From an optimization exercise on the open Yosys and OpenROAD flow, aimed at small area, a short achievable clock period and few clock cycles per item; shortcuts taken in it are not production practice. At most, simulation tests tie the RTL to the original design; equivalence was not proved. No activity file was given, so power comes from the tool's default toggle rates.

// fce_tx
module fce_tx (
    input  wire        clk,
    input  wire        rst,
    input  wire        reg_wr,
    input  wire [4:0]  reg_addr,
    input  wire [31:0] reg_wdata,
    output reg  [31:0] reg_rdata,
    output wire        busy,
    output reg         mem_en,
    output reg  [3:0]  mem_we,
    output reg  [9:0]  mem_addr,
    output reg  [31:0] mem_wdata,
    input  wire [31:0] mem_rdata
);
For scale: about 4600 cells after synthesis, ~510 flip-flops, about 0.036 mm^2 of cells after synthesis.
Settings: LEC_CHECK=0, CAP_MARGIN=20, CORE_MARGIN=2, CORE_UTILIZATION=40, PLACE_DENSITY=0.55, SETUP_SLACK_MARGIN=3.0, SLEW_MARGIN=20; clock period 6.5 ns.
run.sh (not shown) runs the stock make flow with config.mk's settings and CLKGATE_MAP_FILE= SYNTH_SCRIPT=/design/flow/synth_recipe.tcl, a recipe that flattens the netlist after the stock synthesis.
Rerun with:
- CORE_UTILIZATION: 40 -> 45
- PLACE_DENSITY: 0.55 -> 0.6
- SETUP_SLACK_MARGIN: 3.0 -> 2.7
What happened:
- setup slack loses 0.22 ns
- clock-buffer cell count grows by 5
- sequential power stays flat
- wire length shrinks by a few percent
- power grows slightly
- fmax shrinks by a few percent
- synthesized cell count stays the same
- final area shrinks by a few percent
- global-route usage grows by 2.2 points
- die area shrinks by roughly a tenth
- via count barely changes
Function was not checked in any run of this note: the RTL went through the layout flow alone.

---

Setup of old:
fce_tx, a different RTL version from the one above (not shown whole).
Size: ~4200 cells after synthesis, ~500 flip-flops, roughly 33000 sq um of cells after synthesis.
==> flow/design.v (excerpt) <==
module fce_tx (
    input  wire        clk,
    input  wire        rst,
    input  wire        reg_wr,
    input  wire [4:0]  reg_addr,
    input  wire [31:0] reg_wdata,
    output reg  [31:0] reg_rdata,
    output wire        busy,
    output reg         mem_en,
    output reg  [3:0]  mem_we,
    output reg  [9:0]  mem_addr,
    output reg  [31:0] mem_wdata,
    input  wire [31:0] mem_rdata
);
clock: 6.5 ns
lec_check: 0
cap_margin: 20
core_margin: 2
core_utilization: 45
place_density: 0.6
setup_slack_margin: 2.6
slew_margin: 20
old completed every stage of the flow, and the final layout passed the timing, design-rule and antenna checks.
What new does differently from old at the input level:
- swapping 2.6 for 2.4 in SETUP_SLACK_MARGIN
Results
new: all stages complete, timing, DRC and antenna checks passed. Taking old as the reference, in new clock-buffer cell count has decreased; shortest clock period the worst path allows after layout has decreased; length of the first detailed-routing pass in iterations has increased. new ends up with higher number of nets in the layout than old does. Die area: new vs old identical. new: final area higher than old. Relative to old, maximum frequency has gone up in new. STATUS first-pass GRT wire length: new loses against old. Against old, new comes in 1.8% higher on leakage power figure. Sequential share of layout area | new below old.
Function was not checked in any run of this note: the RTL went through the layout flow alone.

---

fce_tx, a different RTL version from the one above (not shown whole).
Size: about 4300 cells after synthesis, roughly 150 I/O pins, about 33000 um^2 of cells after synthesis.
Settings: LEC_CHECK=0, CAP_MARGIN=20, CORE_MARGIN=2, CORE_UTILIZATION=45, PLACE_DENSITY=0.6, SETUP_SLACK_MARGIN=2.4, SLEW_MARGIN=20; clock period 6.5 ns.
The starting point finished with timing, DRC and antenna clean.
Testbench counts at the start, summed over its fixed seeds: cycles 40,519, commands 908.
==> next run, changes <==
--- a/flow/config.mk
+++ b/flow/config.mk
@@ -7,2 +7,3 @@
 export LEC_CHECK = 0
+export ABC_AREA = 1
 export CAP_MARGIN = 20
@@ -11,3 +12,3 @@
 export PLACE_DENSITY = 0.6
-export SETUP_SLACK_MARGIN = 2.4
+export SETUP_SLACK_MARGIN = 2.6
 export SLEW_MARGIN = 20
Synthesized cell count increases by about 16%.
Setup slack improves by 0.26 ns.
Wire length increases by about 2.5%.
Clock skew increases by 0.016 ns.
Hold slack improves by 0.019 ns.
Cell count increases by about 14%.
Count of clock-buffer cells in the layout decreases by 8.
==> next run, changes <==
--- a/flow/config.mk
+++ b/flow/config.mk
@@ -12,3 +12,3 @@
 export PLACE_DENSITY = 0.6
-export SETUP_SLACK_MARGIN = 2.6
+export SETUP_SLACK_MARGIN = 1.8
 export SLEW_MARGIN = 20
=>
- The new run finished with timing, DRC and antenna clean
- routed wire length came out lower by 6.9%
- setup slack degrades by 0.25 ns
- synthesized area is unchanged
- combinational power came out lower by 25%
- fmax came out lower by 5.4%
- worst hold slack degrades by 0.017 ns
- count of clock-buffer cells in the layout stays the same
- design area came out lower by 11%
==> next run, changes <==
--- a/flow/config.mk
+++ b/flow/config.mk
@@ -7,3 +7,2 @@
 export LEC_CHECK = 0
-export ABC_AREA = 1
 export CAP_MARGIN = 20
@@ -12,3 +11,3 @@
 export PLACE_DENSITY = 0.6
-export SETUP_SLACK_MARGIN = 1.8
+export SETUP_SLACK_MARGIN = 2.3
 export SLEW_MARGIN = 20
After rerunning: The changed run finished clean. Routed wire length came out higher by 6.6%. Worst setup slack gains 0.047 ns. Non-clock buffer count came out higher by 231. Area after synthesis came out lower by 1.4%. Final cell count came out lower by about 9%. Clock skew came out higher by 0.011 ns. Count of clock-buffer cells in the layout came out higher by 9.

---

job 1673:
fce_tx again, from the RTL that the note above started with.
// fce_tx
module fce_tx (
    input  wire        clk,
    input  wire        rst,
    input  wire        reg_wr,
    input  wire [4:0]  reg_addr,
    input  wire [31:0] reg_wdata,
    output reg  [31:0] reg_rdata,
    output wire        busy,
    output reg         mem_en,
    output reg  [3:0]  mem_we,
    output reg  [9:0]  mem_addr,
    output reg  [31:0] mem_wdata,
    input  wire [31:0] mem_rdata
);
==> flow/config.mk <==
export PLATFORM = sky130hd
export DESIGN_NAME = fce_tx
export DESIGN_NICKNAME = fce_tx
export VERILOG_FILES = /design/flow/design.v
export SDC_FILE = /design/flow/constraint.sdc
export NUM_CORES = 4
export LEC_CHECK = 0
export ABC_AREA = 1
export CAP_MARGIN = 20
export CORE_MARGIN = 2
export CORE_UTILIZATION = 45
export PLACE_DENSITY = 0.6
export SETUP_SLACK_MARGIN = 2.0
export SLEW_MARGIN = 20
==> flow/constraint.sdc <==
create_clock -name core_clock -period 6.5 [get_ports {clk}]
set_input_delay 1.3000 -clock core_clock [delete_from_list [all_inputs] [get_ports {clk}]]
set_output_delay 1.3000 -clock core_clock [all_outputs]
set_load 0.01 [all_outputs]
Testbench counts of job 1673, summed over its fixed seeds: cycles 40,519, commands 908.
Edits applied to the flow inputs when going from job 1673 to job 6016:
Settings: swapping 20 for 10 in SLEW_MARGIN; clearing ABC_AREA, which used to be 1; swapping 20 for 10 in CAP_MARGIN; swapping 2.0 for 2.4 in SETUP_SLACK_MARGIN.
### Flow results
- For job 6016, the dominant power group was registers, unlike job 1673, where it was combinational cells.
- Going from job 1673 to job 6016, register-to-register slack fell 240 ps; TritonCTS sink count about even; worst setup slack fell 150 ps; power share of the combinational group fell 18 points; register bit count reported by yosys about even.
- Taking job 1673 as the reference, in job 6016 power dissipated in combinational cells now smaller, number of tap cells added at floorplan dropped 1.0%, fraction of the mapped netlist area in compound gates +3.0 points.
Setup changes, job 6016 to job 9467
Settings: swapping 10 for 20 in CAP_MARGIN; putting ABC_AREA at 1 where nothing was set; swapping 10 for 20 in SLEW_MARGIN; swapping 2.4 for 2.2 in SETUP_SLACK_MARGIN.
Notes after the runs:
Looking at met1 capacity usage during global routing across job 9467 and job 6016, the one that comes out higher is job 6016. Looking at synthesized cell count, job 9467 sits 16% higher than job 6016 does. Job 9467 reports its capturing element of the worst setup path as xq[30] while job 6016 reports ac[0]. Area fraction in compound gates after synthesis was lower in the run labelled job 9467. Job 9467 vs. job 6016: area after synthesis went up by about 1.4%. Job 9467 against job 6016: die area went up by 1.4%; number of antenna violations at the first check in global routing went down by 9; synthesized netlist net count went up by 15%. In the tables for job 9467 and job 6016, number of nets in the layout reads higher with job 9467. Between job 6016 and job 9467, final area decreased. Between job 6016 and job 9467, the flow reports filler-free cell count of the finished design increasing by more than 10%.
Relative to job 9467, the following input files were edited for job 8454:
Settings: changing SETUP_SLACK_MARGIN from 2.2 to 2.4.
### Flow results
- Internal power summed over all cells in job 8454 is 1.6% above job 9467.
- The post-layout worst setup margin in job 8454 sits 140 ps above the value recorded for job 9467.
- Of the two values seen for timing endpoint of the critical path, reg_rdata[2] was produced by job 8454 and xq[30] by job 9467.
- The higher non-clock buffer area fraction after layout of job 9467 and job 8454 is in job 8454.
- When job 8454 is measured against job 9467, its power of the combinational group turns out 10% higher.
- For the standby leakage power, job 8454 came in 4.9% higher than job 9467 did.
- Job 9467 → job 8454: average via count per standard cell comparable, share of cell area taken by flip-flops and latches fell 1.1 points, highest attainable clock frequency moved up.
- Going from job 9467 to job 8454, number of sinks driven by the clock tree held steady; number of global-route vias before repair grew by about 0.75%; well-tap cell count held steady.

## separate check: timing with driven ports
The results above use ideal ports. As a check the final layouts listed here were re-extracted and re-timed, cells and wires unchanged. Step 1, drivers: a clkbuf_16 drives clk and a buf_2 each remaining input, both assumed. Step 2 moves the port delays by t, midway between the first and last clock arrival at a register: inputs arrive t later, outputs are due t later. That takes back most of the time a late clock gives input paths. Slacks: no drivers / after step 1 / after step 2; pairs: no drivers / after step 1.
run | t, ns | setup WS [ns] | worst hold slack (ns) | cell pins on the clock port's net
the first run of note 1 | 0.784 | 1.875 / 1.822 / 1.293 | 0.457 / 0.457 / 0.457 | 1
the second run of note 1 | 0.726 | 1.650 / 1.619 / 1.278 | 0.456 / 0.456 / 0.456 | 1
old | 0.734 | 1.640 / 1.692 / 0.958 | 0.455 / 0.455 / 0.455 | 1
new | 0.723 | 1.735 / 1.745 / 1.049 | 0.456 / 0.456 / 0.456 | 1
the first run of note 3 | 0.739 | 1.795 / 1.797 / 1.107 | 0.467 / 0.467 / 0.467 | 1
the second run of note 3 | 0.744 | 2.051 / 1.987 / 1.357 | 0.485 / 0.485 / 0.485 | 1
the third run of note 3 | 0.718 | 1.798 / 1.772 / 1.217 | 0.469 / 0.469 / 0.469 | 1
the fourth run of note 3 | 0.722 | 1.845 / 1.827 / 1.173 | 0.460 / 0.460 / 0.460 | 1
job 1673 | 0.742 | 1.936 / 1.913 / 1.312 | 0.475 / 0.475 / 0.475 | 1
job 6016 | 0.734 | 1.790 / 1.798 / 1.097 | 0.468 / 0.468 / 0.468 | 1
job 9467 | 0.732 | 2.009 / 2.043 / 1.311 | 0.475 / 0.475 / 0.475 | 1
job 8454 | 0.718 | 2.144 / 2.097 / 1.487 | 0.472 / 0.472 / 0.472 | 1
After both steps every run listed still meets setup and hold. For job 9467, which loses most, drivers alone change the setup slack by +0.034 ns; drivers and shift together by -0.698 ns.
